This design comes from an exercise in tuning for small area, a short achievable clock period and few clock cycles per item on the open sky130 flow, not from production work.
In this exercise RTL edits were held to simulation tests only and were not proved equivalent to the original.
No activity file was given, so power comes from the tool's default toggle rates.

--- flow/run.sh ---
#!/bin/bash
# synth_recipe.tcl (not shown) runs the flow's synth.tcl, then flattens the netlist and writes it again
# the make line also repeats each setting of config.mk as NAME=value (left out here)
make -C /OpenROAD-flow-scripts/flow DESIGN_CONFIG=/design/flow/config.mk WORK_HOME=/design/flow/orfs CLKGATE_MAP_FILE= SYNTH_SCRIPT=/design/flow/synth_recipe.tcl finish
--- flow/config.mk ---
export PLATFORM = sky130hd
export DESIGN_NAME = chunk_decoder
export DESIGN_NICKNAME = chunk_decoder
export VERILOG_FILES = /design/flow/design.v
export SDC_FILE = /design/flow/constraint.sdc
export NUM_CORES = 4
export LEC_CHECK = 0
export CAP_MARGIN = 20
export CORE_MARGIN = 2
export CORE_UTILIZATION = 40
export CTS_CLUSTER_DIAMETER = 100
export CTS_CLUSTER_SIZE = 24
export SETUP_SLACK_MARGIN = 4.15
export SLEW_MARGIN = 20
--- flow/constraint.sdc ---
create_clock -name core_clock -period 7.0 [get_ports {clk}]
set_input_delay 1.4000 -clock core_clock [delete_from_list [all_inputs] [get_ports {clk}]]
set_output_delay 1.4000 -clock core_clock [all_outputs]
set_load 0.01 [all_outputs]
--- flow/design.v ---
module chunk_decoder (
    input  wire        clk,
    input  wire        rst,         
    input  wire        in_valid,
    input  wire [7:0]  in_data,
    output wire        in_ready,
    output wire        out_valid,
    input  wire        out_ready,
    output wire        out_hdr,
    output wire [3:0]  out_kind,
    output wire [23:0] out_value,
    output wire [8:0]  out_len,
    output wire [7:0]  out_data,
    output wire        fault,
    output wire [7:0]  fault_tag
);
    localparam integer RING = 248;    
    localparam integer QD   = 6;
    localparam [3:0] K_DATA    = 4'd7;
    localparam [3:0] K_UNKNOWN = 4'd8;
    integer i;
    reg        in_ready_r;
    reg        stop;                  
    reg  [7:0] a_d;
    reg        a_v;
    reg        need_tag;              
    reg        need_len;              
    reg  [7:0] rem_in;                
    reg  [8:0] pend;                  
    reg        complete;              
    reg        pend1;                 
    reg        done_r;                
    reg        fault_r;
    reg        in_e1;                 
    wire       in_fire = in_valid & in_ready_r;
    wire [2:0] a_cls   = a_d[7:5];
    wire       a_bad   = a_d[7] & ~(a_d[6] & a_d[5]);
    reg        p_need_tag, p_need_len, p_done;
    reg  [7:0] p_rem;
    always @(*) begin
        p_need_tag = need_tag;
        p_need_len = need_len;
        p_rem      = rem_in;
        p_done     = 1'b0;
        if (a_v) begin
            if (need_tag) begin
                case (a_cls)
                    3'd0: p_done = 1'b1;
                    3'd1, 3'd2, 3'd3: begin
                        p_need_tag = 1'b0;
                        p_rem      = {6'd0, a_cls[1:0]};
                    end
                    3'd7: begin
                        p_need_tag = 1'b0;
                        p_need_len = 1'b1;
                    end
                    default: p_need_tag = 1'b1;   
                endcase
            end else if (need_len) begin
                p_need_len = 1'b0;
                p_rem      = a_d;
                if (a_d == 8'd0) begin
                    p_done     = 1'b1;
                    p_need_tag = 1'b1;
                end
            end else begin
                p_rem = rem_in - 8'd1;
                if (rem_in == 8'd1) begin
                    p_done     = 1'b1;
                    p_need_tag = 1'b1;
                end
            end
        end
    end
    wire a_tlm = (a_d == 8'h31) | (a_d == 8'h52) | (a_d == 8'h55) | (a_d == 8'h70) |
                 (a_d == 8'h73) | (a_d == 8'h74) | (a_d == 8'h75);
    wire a_unk = (need_tag & ~a_cls[2] & ~a_tlm) |
                 (need_len & (~in_e1 | (a_d == 8'd0)));
    wire a_is_bad = a_v & need_tag & a_bad;
    wire a_push   = a_v & ~a_is_bad;
    wire in_bad   = in_data[7] & ~(in_data[6] & in_data[5]);
    wire stop_nx  = stop | (in_fire & p_need_tag & in_bad);
    reg  [7:0] w0, w1, w2;
    reg        wu0, wu1, wu2;         
    reg  [1:0] wcnt;
    reg        fill;                  
    reg  [RING*8-1:0] ring_d;
    reg               rempty;         
    reg               tl;             
    reg  [7:0]        ph;
    reg               contig;
    reg  [7:0]        hd;
    reg               rd_v;
    wire [7:0] rd_d = ring_d[RING*8-1 -: 8];
    reg  [7:0]    qm [0:QD-1];
    reg  [QD-1:0] qv;
    wire [7:0]    q0 = qm[0];
    wire [7:0]    q1 = qm[1];
    wire          q0v = qv[0];
    wire          q1v = qv[1];
    wire take  = rd_v & ~qv[QD-1];
    wire last  = take & tl;                          
    wire wr_ok = rempty | last | (contig & (~rd_v | take));
    wire wr    = ((wcnt != 2'd0) | fill) & wr_ok;    
    wire wpp   = wr & ~fill;                         
    wire newhead = wr & (rempty | last);    
    wire [7:0] st0_d = wr ? w0 : rd_d;
    function [6:0] dec(input [7:0] b);
        reg [3:0] k;
        begin
            case (b)
                8'h31: k = 4'd0;
                8'h52: k = 4'd1;
                8'h55: k = 4'd2;
                8'h70: k = 4'd3;
                8'h73: k = 4'd4;
                8'h74: k = 4'd5;
                8'h75: k = 4'd6;
                default: k = 4'hF;
            endcase
            dec = {~k[3], k[2:0], b == 8'hE1, b != 8'd0, b == 8'd1};
        end
    endfunction
    reg  [6:0] f0;            
    reg        f1nz;          
    wire       f0_tlm = f0[6];
    wire [2:0] f0_tk  = f0[5:3];
    wire       f0_e1  = f0[2];
    wire       f0_nz  = f0[1];
    wire       f0_one = f0[0];
    wire [2:0] q0_cls = q0[7:5];
    reg  s_tag;    
    reg  s_tlm;    
    reg  s_b1;     
    reg  s_b2;     
    reg  s_ut;     
    reg  s_ub1;    
    reg  s_pay;    
    reg  [1:0]  need;         
    reg  [2:0]  tk;           
    wire [23:0] val;          
    reg  [7:0]  t_reg;        
    reg         t_e1;         
    reg  [7:0]  b1_reg;       
    reg         u7;           
    reg  [7:0]  rem;          
    reg         o_valid, o_hdr;
    reg  [3:0]  o_kind;
    reg  [23:0] o_value;      
    reg  [8:0]  o_len;
    wire o_free   = ~o_valid | out_ready;
    function [23:0] tlm_val(input [2:0] k, input [23:0] v);
        if (k == 3'd0)
            tlm_val = {{16{v[7]}}, v[7:0]};
        else if (k == 3'd1 || k == 3'd2)
            tlm_val = {8'h00, v[15:0]};
        else
            tlm_val = v;
    endfunction
    reg  [1:0]  pop;
    reg         beat, beat_hdr;
    reg  [3:0]  b_kind;
    reg  [23:0] b_value;
    reg  [8:0]  b_len;
    reg         n_tag, n_tlm, n_b1, n_b2, n_ut, n_ub1, n_pay;
    reg  [1:0]  need_nx;
    reg  [2:0]  tk_nx;
    reg  [23:0] val_nx;
    reg         vload;
    reg         t_e1_nx;
    reg  [7:0]  t_nx, b1_nx, rem_nx;
    reg         u7_nx;
    reg  [23:0] sh;
    wire [8:0] q0_p2 = {1'b0, q0} + 9'd2;
    wire [8:0] q1_p2 = {1'b0, q1} + 9'd2;
    wire [7:0] q0_m1 = q0 - 8'd1;
    wire [7:0] b1_m1 = b1_reg - 8'd1;
    wire [7:0] rem_m1 = rem - 8'd1;
    always @(*) begin
        pop      = 2'd0;
        beat     = 1'b0;
        beat_hdr = 1'b0;
        b_kind   = K_UNKNOWN;
        b_value  = 24'd0;
        b_len    = 9'd0;
        {n_tag, n_tlm, n_b1, n_b2, n_ut, n_ub1, n_pay} =
            {s_tag, s_tlm, s_b1, s_b2, s_ut, s_ub1, s_pay};
        need_nx  = need;
        tk_nx    = tk;
        val_nx   = val;
        vload    = 1'b0;
        t_e1_nx  = t_e1;
        t_nx     = t_reg;
        b1_nx    = b1_reg;
        rem_nx   = rem;
        u7_nx    = u7;
        sh       = 24'd0;
        if (s_tag && q0v) begin
            t_nx  = q0;
            t_e1_nx = f0_e1;
            tk_nx = f0_tk;
            if (f0_tlm) begin
                if (q1v) begin
                    sh = {val[15:0], q1};
                    if (q0_cls == 3'd1) begin
                        beat = 1'b1; beat_hdr = 1'b1;
                        b_kind  = {1'b0, f0_tk};
                        b_value = tlm_val(f0_tk, sh);
                        pop = 2'd2;
                    end else begin
                        val_nx  = sh;
                        vload   = 1'b1;
                        need_nx = q0_cls[1:0] - 2'd1;
                        pop = 2'd2;
                        n_tag = 1'b0; n_tlm = 1'b1;
                    end
                end else begin
                    need_nx = q0_cls[1:0];
                    pop = 2'd1;
                    n_tag = 1'b0; n_tlm = 1'b1;
                end
            end else if (q0_cls != 3'd7) begin
                rem_nx = {6'd0, q0_cls[1:0]};
                u7_nx  = 1'b0;
                if (complete) begin
                    beat = 1'b1; beat_hdr = 1'b1;
                    b_kind = K_UNKNOWN;
                    b_len  = {7'd0, q0_cls[1:0]} + 9'd1;
                    pop = 2'd1;
                    n_tag = 1'b0; n_ut = 1'b1;
                end
            end else begin
                b1_nx  = q1;
                rem_nx = q1;
                u7_nx  = 1'b1;
                if (q1v && f0_e1 && f1nz) begin
                    pop = 2'd2;
                    n_tag = 1'b0; n_b2 = 1'b1;
                end else if (q1v && complete) begin
                    beat = 1'b1; beat_hdr = 1'b1;
                    b_kind = K_UNKNOWN;
                    b_len  = q1_p2;
                    pop = 2'd2;
                    n_tag = 1'b0; n_ut = 1'b1;
                end else begin
                    pop = 2'd1;
                    n_tag = 1'b0; n_b1 = 1'b1;
                end
            end
        end
        if (s_b1 && q0v) begin
            b1_nx = q0;
            if (t_e1 && f0_nz) begin
                rem_nx = q0_m1;
                if (q1v && complete) begin
                    beat = 1'b1; beat_hdr = 1'b1;
                    b_kind  = K_DATA;
                    b_value = {16'h0000, q1};
                    b_len   = {1'b0, q0_m1};
                    pop = 2'd2;
                    n_b1 = 1'b0;
                    if (f0_one) n_tag = 1'b1; else n_pay = 1'b1;
                end else begin
                    pop = 2'd1;
                    n_b1 = 1'b0; n_b2 = 1'b1;
                end
            end else begin
                rem_nx = q0;
                u7_nx  = 1'b1;
                if (complete) begin
                    beat = 1'b1; beat_hdr = 1'b1;
                    b_kind = K_UNKNOWN;
                    b_len  = q0_p2;
                    pop = 2'd1;
                    n_b1 = 1'b0; n_ut = 1'b1;
                end
            end
        end
        if (s_b2 && q0v) begin
            rem_nx = b1_m1;
            if (complete) begin
                beat = 1'b1; beat_hdr = 1'b1;
                b_kind  = K_DATA;
                b_value = {16'h0000, q0};
                b_len   = {1'b0, b1_m1};
                pop = 2'd1;
                n_b2 = 1'b0;
                if (b1_reg == 8'd1) n_tag = 1'b1; else n_pay = 1'b1;
            end
        end
        if (s_tlm && q0v) begin
            if (q1v && need != 2'd1) begin
                sh = {val[7:0], q0, q1};
                pop = 2'd2;
                need_nx = need - 2'd2;
            end else begin
                sh = {val[15:0], q0};
                pop = 2'd1;
                need_nx = need - 2'd1;
            end
            val_nx = sh;
            vload  = 1'b1;
            if (need_nx == 2'd0) begin
                beat = 1'b1; beat_hdr = 1'b1;
                b_kind  = {1'b0, tk};
                b_value = tlm_val(tk, sh);
                n_tlm = 1'b0; n_tag = 1'b1;
            end
        end
        if (s_ut && q0v) begin
            pop  = 2'd1;
            beat = 1'b1;
            b_value = {16'h0000, t_reg};
            n_ut = 1'b0;
            if (u7) n_ub1 = 1'b1;
            else if (rem == 8'd0) n_tag = 1'b1;
            else n_pay = 1'b1;
        end
        if (s_ub1) begin
            beat = 1'b1;
            b_value = {16'h0000, b1_reg};
            n_ub1 = 1'b0;
            if (rem == 8'd0) n_tag = 1'b1; else n_pay = 1'b1;
        end
        if (s_pay && q0v) begin
            beat = 1'b1;
            b_value = {16'h0000, q0};
            pop = 2'd1;
            rem_nx = rem_m1;
            if (rem == 8'd1) begin n_pay = 1'b0; n_tag = 1'b1; end
        end
    end
    wire [1:0] pop_g = o_free ? pop : 2'd0;
    wire       p_inc = done_r;
    wire       p_dec = o_free & beat_hdr;
    wire       p_1   = o_free & (pop == 2'd1);
    wire       p_2   = o_free & (pop == 2'd2);
    wire       p_0   = ~(p_1 | p_2);
    wire       o_ld  = o_free & beat;
    wire       o_vl  = o_free & vload & ~beat;
    reg [7:0]    qn [0:QD-1];
    reg [QD-1:0] qvn;
    reg [7:0]    c0, c1, c2;
    reg [QD-1:0] v0, v1, v2;
    wire [QD:0]  qvp = {qv, 1'b1};     
    always @(*) begin
        for (i = 0; i < QD; i = i + 1) begin
            c0 = (take && qvp[i] && !qv[i]) ? rd_d : qm[i];
            c1 = (i + 1 < QD) ? ((take && qv[i] && !qvp[i+2]) ? rd_d : qm[(i+1)%QD]) : rd_d;
            c2 = (i + 2 < QD) ? ((take && qvp[i+2] && !qvp[i+3]) ? rd_d : qm[(i+2)%QD]) : rd_d;
            qn[i] = ({8{p_0}} & c0) | ({8{p_1}} & c1) | ({8{p_2}} & c2);
        end
        v0 = qv | (take ? {qv[QD-2:0], 1'b1} : {QD{1'b0}});
        v1 = {1'b0, qv[QD-1:1]} | (take ? qv : {QD{1'b0}});
        v2 = {2'b0, qv[QD-1:2]} | (take ? {1'b0, qv[QD-1:1]} : {QD{1'b0}});
        qvn = ({QD{p_0}} & v0) | ({QD{p_1}} & v1) | ({QD{p_2}} & v2);
    end
    wire [6:0] dec_rd = dec(rd_d);
    wire [6:0] dec_q1 = dec(qm[1]);
    wire [6:0] dec_q2 = dec(qm[2]);
    wire       ins0_0 = take & ~qv[0];
    wire       ins1_0 = take & qv[0] & ~qv[1];
    wire       ins2_0 = take & qv[1] & ~qv[2];
    wire       ins0_1 = take & qv[0] & ~qv[1];
    wire       ins1_1 = take & qv[1] & ~qv[2];
    wire       ins2_1 = take & qv[2] & ~qv[3];
    wire [6:0] f0_c0 = ins0_0 ? dec_rd : f0;
    wire [6:0] f0_c1 = ins1_0 ? dec_rd : dec_q1;
    wire [6:0] f0_c2 = ins2_0 ? dec_rd : dec_q2;
    wire       nz1_c0 = ins0_1 ? dec_rd[1] : f1nz;
    wire       nz1_c1 = ins1_1 ? dec_rd[1] : dec_q2[1];
    wire       nz1_c2 = ins2_1 ? dec_rd[1] : (qm[3] != 8'd0);
    wire [6:0] f0_n   = ({7{p_0}} & f0_c0) | ({7{p_1}} & f0_c1) | ({7{p_2}} & f0_c2);
    wire       f1nz_n = (p_0 & nz1_c0) | (p_1 & nz1_c1) | (p_2 & nz1_c2);
    reg [7:0] wn0, wn1, wn2;
    reg       wun0, wun1, wun2;
    wire [1:0] wpop = {1'b0, wpp};
    always @(*) begin
        if (wpp) begin wn0 = w1; wn1 = w2; wn2 = w2; wun0 = wu1; wun1 = wu2; wun2 = wu2; end
        else     begin wn0 = w0; wn1 = w1; wn2 = w2; wun0 = wu0; wun1 = wu1; wun2 = wu2; end
        if (a_push) begin
            case (wcnt - wpop)
                2'd0: begin wn0 = a_d; wun0 = a_unk; end
                2'd1: begin wn1 = a_d; wun1 = a_unk; end
                default: begin wn2 = a_d; wun2 = a_unk; end
            endcase
        end
    end
    wire [1:0] wcnt_nx = wcnt - wpop + {1'b0, a_push};
    wire       room    = ({1'b0, wcnt - wpop} + {2'b0, a_v} + {2'b0, in_ready_r}) <= 3'd2;
    always @(posedge clk) begin
        ring_d <= {ring_d[(RING-1)*8-1:0], st0_d};
        a_d    <= ({8{~stop}} & in_data) | ({8{a_is_bad | fault_r}} & a_d);
        for (i = 0; i < QD; i = i + 1) qm[i] <= qn[i];
        f0   <= f0_n;
        f1nz <= f1nz_n;
        w0 <= wn0; w1 <= wn1; w2 <= wn2;
        wu0 <= wun0; wu1 <= wun1; wu2 <= wun2;
        if (o_free) begin
            t_e1   <= t_e1_nx;
            t_reg  <= t_nx;
            b1_reg <= b1_nx;
            tk     <= tk_nx;
            need   <= need_nx;
            rem    <= rem_nx;
            u7     <= u7_nx;
        end
        {o_kind, o_len} <= ({13{o_ld}} & {b_kind, b_len}) |
                           ({13{~o_free}} & {o_kind, o_len});
        o_hdr <= ~rst & ((o_ld & beat_hdr) | (~o_free & o_hdr));
        o_value <= ({24{o_ld}} & b_value) | ({24{o_vl}} & val_nx) |
                   ({24{~(o_ld | o_vl)}} & o_value);
        if (rst) begin
            in_ready_r <= 1'b1;
            stop       <= 1'b0;
            a_v        <= 1'b0;
            need_tag   <= 1'b1;
            need_len   <= 1'b0;
            rem_in     <= 8'd0;
            pend       <= 9'd0;
            complete   <= 1'b0;
            pend1      <= 1'b0;
            done_r     <= 1'b0;
            fault_r    <= 1'b0;
            wcnt       <= 2'd0;
            fill       <= 1'b0;
            rempty     <= 1'b1;
            tl         <= 1'b0;
            ph         <= 8'd0;
            contig     <= 1'b0;
            hd         <= 8'd0;
            rd_v       <= 1'b0;
            qv         <= {QD{1'b0}};
            {s_tag, s_tlm, s_b1, s_b2, s_ut, s_ub1, s_pay} <= 7'b1000000;
            o_valid    <= 1'b0;
        end else begin
            stop       <= stop_nx;
            in_ready_r <= ~stop_nx & room;
            a_v        <= in_fire;
            need_tag   <= p_need_tag;
            need_len   <= p_need_len;
            rem_in     <= p_rem;
            done_r     <= p_done;
            pend       <= p_dec ? pend + {8'd0, p_inc} - 9'd1 : pend + {8'd0, p_inc};
            complete   <= (complete & ~(pend1 & p_dec & ~p_inc)) | p_inc;
            pend1      <= (~complete & p_inc) | (pend1 & (p_inc ~^ p_dec)) |
                          ((pend == 9'd2) & p_dec & ~p_inc);
            if (a_is_bad) fault_r <= 1'b1;
            wcnt       <= wcnt_nx;
            if (wr) fill <= ~fill & wu0;
            if (a_v & need_tag) in_e1 <= (a_d == 8'hE1);
            rempty <= ~wr & (rempty | last);
            tl     <= ~wr & (ph == RING - 1);
            ph     <= wr ? 8'd1 : (ph == RING - 1) ? 8'd0 : ph + 8'd1;
            contig <= wr | (ph == 8'd0);
            if (newhead)
                hd <= RING - 1;
            else if (!take)
                hd <= (hd == 8'd0) ? RING - 1 : hd - 8'd1;
            rd_v <= ~newhead & ((take & ~last) | (~take & ~rempty & (hd == 8'd1)));
            qv <= qvn;
            if (o_free)
                {s_tag, s_tlm, s_b1, s_b2, s_ut, s_ub1, s_pay} <=
                    {n_tag, n_tlm, n_b1, n_b2, n_ut, n_ub1, n_pay};
            if (o_free) o_valid <= beat;
        end
    end
    assign in_ready  = in_ready_r;
    assign out_valid = o_valid;
    assign out_hdr   = o_hdr;
    assign out_kind  = o_kind;
    assign out_value = o_value;
    assign out_len   = o_len;
    assign out_data  = o_value[7:0];
    assign val       = o_value;
    assign fault     = fault_r;
    assign fault_tag = a_d;
endmodule
==> impl_metrics.yaml, run 1 <==
timing:
  setup_viol: 0
  finClkSkew_ns: 0.0442
  tightest_slew_ns: 0.967
  fin_ws_ns: 4.18
  timing.hold.ws_ns: 0.307
  slew-limit-headroom: 0.355
  fin_setup_tns_ns: 0
  hold_viol: 0
  finalMaxSlewViolations: 0
  rsz0062_at_grt: "yes"
  fmax_mhz: 355
  fin_crit_sh: 0.403
  min_period_ns: 2.82
final_layout:
  seq_area_um2: 44700
  final_area_um2: 59200
  nNetsFinal: 3764
  utilization: 0.446
  reg.largest.list: "ring_d x1984, qm x48, o_value x24"
  nFillCells: 11700
  multi_input_area_um2: 8180
  area_delta_synth_final_pct: 11.0
  drive_gt1_frac: 0.0840
  final_cells: 5506
  largest_register_ffs: 1984
  top_register: "ring_d"
min_path:
  worstHoldEndpoint: "ring_d[1627]$_DFF_P_"
  hold_depth: 0
  hold_path_class: "reg2reg"
  hp-start: "ring_d[1619]$_DFF_P_"
die:
  floorplan.rows: 134
  die_area_um2: 136000
  io_pins: 69
  initial_core_util: 0.401
  fp.coreArea_um2: 133000
  die_w_um: 369
  die_h_um: 369
placement:
  place_area_um2: 55800
  gp_congestion: 0.850
  port_buffers: 68
  dp_slack_ns: 2.80
  dp_hpwl_mm: 47.1
  placed_cells: 5344
grt:
  grt_max_degree: 48
  grt_pass1_vias: 23700
  grt_pass1_wl_mm: 131
  grt_use_total: 0.118
  antenna_found_initial: 4
  grt-ovfl-total: 0
clock_tree:
  path_clk_slew_ns: 0.09
  h-tree-depth: 3
  clockBufferDepth: 3
  cts_buffers: 103
  cts_sinks: 2208
  tritoncts: "done"
  cts-hold-fix-buffers: 0
  insertion_delay_ns: 0.72
  clock-root-buffer: "clkbuf_16"
yosys:
  synthesis.nets: 3671
  ys_ff_latch: 2208
  yosys_warnings: 3
  ys.flop_type: "dfxtp_1"
  synthesis.area_um2: 53400
  syn-instance-count: 3629
  synth_edf_count: 41
  synthArstFlopShare: 0
  avgSynthCellArea_um2: 14.7
  synthDistinctLibCells: 103
  ys_seq_area_frac: 0.836
worst_setup_path:
  worstPathArrival_ns: 3.42
  start_kind: "primary input"
  end_kind: "register"
  max_stage_delay_ns: 0.44
  critPathKind: "in2reg"
  rr_endpoint: "pend[4]$_SDFF_PP0_"
  ff2ff_setup_slack_ns: 4.23
  cp_num_buf_inv: 4
  worstPathRequired_ns: 7.60
  crit_family: "buffers and inverters"
  crit_slowest_cell: "clkdlybuf4s50_1"
  crit-reg2reg-launch: "qm[0][6]$_DFF_P_"
  rr_worst_depth: 9
  path_cells: "clkdlybuf4s50_1 -> nor2b_4 -> buf_12 -> buf_6 -> inv_16 -> o211ai_4 -> mux2_1 -> a31o_1 -> mux2_4"
  cp_max_fo: 19
outcome:
  status: "timing/DRC/antenna clean"
detailed_routing:
  wl_per_cell_um: 14.7
  drt-total-wl_mm: 81.0
  drc: 0
  vias_per_cell: 4.48
  drt.antenna.violating_nets: 0
  dr.pass1.iters: 6
  vias: 24700
  drtIter0Drc: 1812
run:
  max_cap_violations: 0
power_and_ir_drop:
  vdd_drop_max_v: 0.000240
  total_leakage_power_nw: 23.1
  p_total_mw: 22.4
  powerDensity_nw_per_um2: 378
how the worst max path moves through the flow:
stage,start,to,slack [ns],cells past startpoint
after floorplan,out_ready,pend[4]$_SDFF_PP0_,4.08,7
after global placement,out_ready,qv[2]$_SDFF_PP0_,2.80,9
after detailed placement,out_ready,o_value[7]$_DFF_P_,2.80,8
after CTS,a_d[5]$_DFF_P_,fault_tag[5],3.95,1
after global routing,out_ready,qv[2]$_SDFF_PP0_,4.10,10
final,out_ready,pend[4]$_SDFF_PP0_,4.18,9
metal layers:
layer  track usage  vias to the layer above  part of all wire
li1              -                    12200                 -
met1         0.178                    11700              0.52
met2         0.163                      633              0.39
met3        0.0294                      178             0.065
met4        0.0426                        4             0.033
met5             0                        -           0.00032
worst reg2reg max path, delay by kind of cell, from the launching register on:
family / cells / cell delay, ns
adder cells (fa/ha/maj): 1 / 0.25
multiplexers: 2 / 0.63
buffers and inverters: 1 / 0.25
flip-flops: 1 / 0.52
AND/OR/NAND/NOR: 3 / 0.55
AO/OA/AOI/OAI: 2 / 0.49
cells by family (layout without fill, tap and decap cells):
kind of cell | after synthesis | after routing | share of synthesized area
flip-flops | 2208 | 2208 | 0.836
AND/OR/NAND/NOR | 541 | 542 | 0.0494
AO/OA/AOI/OAI | 506 | 507 | 0.0637
buffers and inverters | 189 | 295 | 0.0158
multiplexers | 97 | 97 | 0.0185
XOR/XNOR | 58 | 58 | 0.00952
adder cells (fa/ha/maj) | 30 | 30 | 0.00717
other | 0 | 1 | 0
cells in the mapped netlist (28+ instances only):
cell	number	area [µm²]
a21oi_1	128	641
inv_1	50	188
ha_1	29	363
clkbuf_1	86	323
nor2_1	144	541
edfxtp_1	41	1230
xnor2_1	45	394
o21ai_0	137	686
mux2i_1	85	851
o22a_1	31	272
dfxtp_1	2167	43400
nor3_1	32	160
nand2_1	174	653
o22ai_1	28	175
nand3_1	46	230
power breakdown:
part	switching (mW)	total (mW)	internal (mW)
registers	0.555	14.2	13.7
logic	1.07	1.87	0.804
clock network	3.61	6.32	2.71
total	5.23	22.4	17.2
repair_timing:
action / in CTS / in global routing
hold endpoints to repair: 0 / 0
setup buffers: 22 / 15
gates cloned: 1 / 3
endpoints found under the setup margin: 186 / 71
pin swaps: 5 / 6
resized for setup: 191 / 32
cells in the final DEF, fill, tap and decap left out, types with 13 or more instances in the layout:
cell type,n
nand2b_1,13
ha_1,27
a221o_1,16
edfxtp_1,41
o22a_1,31
clkbuf_16,106
nand3_1,44
nor2_1,140
o21ai_0,136
dfxtp_4,26
dfxtp_1,2129
dlygate4sd2_1,31
o22ai_1,28
a21oi_1,126
a22oi_1,13
nor3_1,31
nor4_1,15
o221ai_1,21
xnor2_1,45
inv_1,50
buf_4,47
nand2_1,170
mux2i_1,85
nand4_1,16
layout make-up:
cell class	instances	share of cell area
multi-input cells	1234	0.138
diodes	1	0.0000422
inverters	51	0.00351
repair buffers	124	0.0188
well taps	1768	0.0373
clock inverters	10	0.00300
flip-flops and latches	2208	0.755
clock buffers	110	0.0443
Testbench counts, summed over its fixed seeds: cycles 26,564, items 1,600.
==> run 2, diff against run 1 <==
--- a/flow/config.mk
+++ b/flow/config.mk
@@ -10,5 +10,5 @@
 export CORE_UTILIZATION = 40
 export CTS_CLUSTER_DIAMETER = 100
 export CTS_CLUSTER_SIZE = 24
-export SETUP_SLACK_MARGIN = 4.15
+export SETUP_SLACK_MARGIN = 4.3
 export SLEW_MARGIN = 20
==> impl_metrics.yaml, run 2 <==
outcome:
  status: "timing/DRC/antenna clean"
grt:
  antenna_found_initial: 3
  grt_pass1_wl_mm: 132
  grt-ovfl-total: 0
  grt_max_degree: 48
  grt_pass1_vias: 23700
  grt_use_total: 0.120
timing:
  tightest_slew_ns: 0.994
  fin_setup_tns_ns: 0
  finalMaxSlewViolations: 0
  hold_viol: 0
  min_period_ns: 2.73
  rsz0062_at_grt: "yes"
  slew-limit-headroom: 0.336
  setup_viol: 0
  finClkSkew_ns: 0.0325
  fmax_mhz: 366
  fin_crit_sh: 0.390
final_layout:
  area_delta_synth_final_pct: 11.6
  layout_commonest_cell: "dfxtp_1"
  nFillCells: 11800
  final_cell_mix: "dfxtp_1, nand2_1, nor2_1, o21ai_0, a21oi_1"
  drive_gt1_frac: 0.108
  final_cells: 5533
  insertedDiodeCount: 0
  top_register: "ring_d"
  final_area_um2: 59600
  nNetsFinal: 3791
  largest_register_ffs: 1984
  reg.largest.list: "ring_d x1984, qm x48, o_value x24"
detailed_routing:
  wl_per_cell_um: 14.8
  vias: 25000
  drt.antenna.violating_nets: 0
  drt-total-wl_mm: 81.9
  drtIter0Drc: 1993
  drc: 0
  vias_per_cell: 4.51
  dr.pass1.iters: 5
clock_tree:
  clockBufferDepth: 3
  insertion_delay_ns: 0.73
  h-tree-depth: 3
  tritoncts: "done"
  cts_sinks: 2208
  cts_buffers: 102
  clock-root-buffer: "clkbuf_16"
  path_clk_slew_ns: 0.11
power_and_ir_drop:
  p_clk_frac: 0.280
  p_int_mw: 17.2
  seqPwrFrac: 0.630
  p_switching_mw: 5.30
  sw_frac_of_total: 0.236
  total_leakage_power_nw: 23.2
  vdd_drop_max_v: 0.000274
  powerDensity_nw_per_um2: 378
  p_comb_frac: 0.091
  p_total_mw: 22.5
yosys:
  synth-compound-area-share: 0.0637
  ys_ff_latch: 2208
  synth_edf_count: 41
  synth_top_family_by_area: "compound AO/OA/AOI/OAI gates"
  synth_largest_area_cell: "dfxtp_1"
  synthXorXnorAreaFrac: 0.00952
  ys.flop_type: "dfxtp_1"
  synthesis.nets: 3671
  synthArstFlopShare: 0
  muxShareOfSynthArea: 0.0185
  syn-instance-count: 3629
  synth_common_cells: "dfxtp_1, nand2_1, nor2_1"
  yosys_warnings: 3
  yosys-top-cells-area: "dfxtp_1, edfxtp_1, mux2i_1, o21ai_0, nand2_1"
  synth-adder-area-share: 0.00717
  avgSynthCellArea_um2: 14.7
  ys_seq_area_frac: 0.836
  synthDistinctLibCells: 103
  synthesis.area_um2: 53400
  yosys.area_share.simple: 0.0494
  yosysTopAreaCellShare: 0.813
  synth_most_common_cell: "dfxtp_1"
die:
  initial_core_util: 0.401
  fp.coreArea_um2: 133000
  die_area_um2: 136000
  io_pins: 69
  floorplan.rows: 134
  die_w_um: 369
  die_h_um: 369
min_path:
  hold_path_class: "reg2reg"
worst_setup_path:
  ff2ff_setup_slack_ns: 4.35
  worstPathRequired_ns: 5.60
  cp_max_fo: 3
  critPathKind: "reg2out"
  worstPathArrival_ns: 1.33
  end_kind: "output pin"
  start_kind: "register"
run:
  max_cap_violations: 0
placement:
  port_buffers: 68
  gp_congestion: 0.835
  dp_hpwl_mm: 46.6
  placed_cells: 5346
  place_area_um2: 55900
-- run 2: cell count changes in the layout (fill, tap and decap cells not counted), moves of 10 or more --
cell,previous run,this run
dlygate4sd2_1,31,0
buf_4,47,71
dfxtp_2,12,22
buf_2,8,27
dfxtp_1,2129,2115
buf_6,2,35
-- run 2: power groups by stage --
stage | logic [mW] | clock network [mW] | registers, mW
after floorplan | 1.47 | 0 | 14.2
after global placement | 1.83 | 0 | 14.5
after detailed placement | 1.86 | 0 | 14.5
after CTS | 1.96 | 6.54 | 14.2
after global routing | 2.25 | 7.00 | 14.3
final | 2.04 | 6.30 | 14.2
-- run 2: area by class of cell --
type | count | area, µm² | share of cell area
Timing Repair Buffer | 152 | 1360 | 0.0229
Clock inverter | 11 | 186 | 0.00313
Sequential cell | 2208 | 44800 | 0.751
Tap cell | 1768 | 2210 | 0.0371
Clock buffer | 109 | 2590 | 0.0434
Inverter | 51 | 204 | 0.00342
Multi-Input combinational cell | 1234 | 8280 | 0.139
-- run 2: through the flow --
step / utilization / worst slack [ns] / hold WS (ns)
after floorplan: - / 4.27 / 0.310
after global placement: 0.420 / 2.76 / 0.310
after detailed placement: 0.420 / 2.73 / 0.312
after CTS: 0.446 / 4.18 / 0.316
after global routing: 0.448 / 4.19 / 0.317
final: 0.448 / 4.27 / 0.314
-- run 2: worst paths after layout --
kind	start	end	depth (start not counted)
min reg2reg	ring_d[1217]$_DFF_P_	ring_d[1225]$_DFF_P_	0
max reg2reg	wcnt[1]$_SDFF_PP0_	in_ready_r$_SDFF_PP1_	11
min	ring_d[1217]$_DFF_P_	ring_d[1225]$_DFF_P_	0
max	o_value[4]$_DFF_P_	out_data[4]	2
-- run 2: repair_timing --
item	4_1_cts	5_1_grt
setup buffers	49	14
hold buffers	0	0
endpoints found under the setup margin	194	132
pin swaps	9	11
resized for setup	383	43
cloned	4	0
-- run 2: cells by family after synthesis --
kind of cell,Yosys count
multiplexers,97
AO/OA/AOI/OAI,506
adder cells (fa/ha/maj),30
XOR/XNOR,58
AND/OR/NAND/NOR,541
flip-flops,2208
buffers and inverters,189
-- run 2: critical path: stages (launching register included) --
cell and delay (ns):
dfxtp_4 0.38, buf_12 0.12, buf_6 0.11
-- run 2: routing by layer --
| metal | track usage | share of wire |
|---|---|---|
| met5 | 0 | 0 |
| met4 | 0.0392 | 0.028 |
| met3 | 0.0325 | 0.068 |
| met2 | 0.163 | 0.39 |
| met1 | 0.181 | 0.52 |

==> port drivers added, routing unchanged <==
No port has a modelled driver above. Below, the same layouts with a new extraction and two added sets of constraints. Step 1: set_driving_cell puts a clkbuf_16 on clk and a buf_2 on each other input, an assumption about the parent block. Step 2 adds t to the input delays and takes it off the output delays; t is the mean of the earliest and latest rising clock arrival at the registers after step 1. Input paths then give back, and output paths get back, about the clock's delay inside the block. Three values: no drivers, after step 1, after step 2; two values: the first two.
| run | t (ns) | setup WS [ns] | worst hold slack (ns) | pins driven straight from the clock port |
|---|---|---|---|---|
| run 1 | 0.758 | 4.182 / 4.145 / 3.451 | 0.307 / 0.307 / 0.307 | 1 |
| run 2 | 0.783 | 4.268 / 4.195 / 3.756 | 0.314 / 0.314 / 0.314 | 1 |
After both steps every run listed still meets setup and hold. For run 1, which loses most, drivers alone change the setup slack by -0.037 ns; drivers and shift together by -0.731 ns.
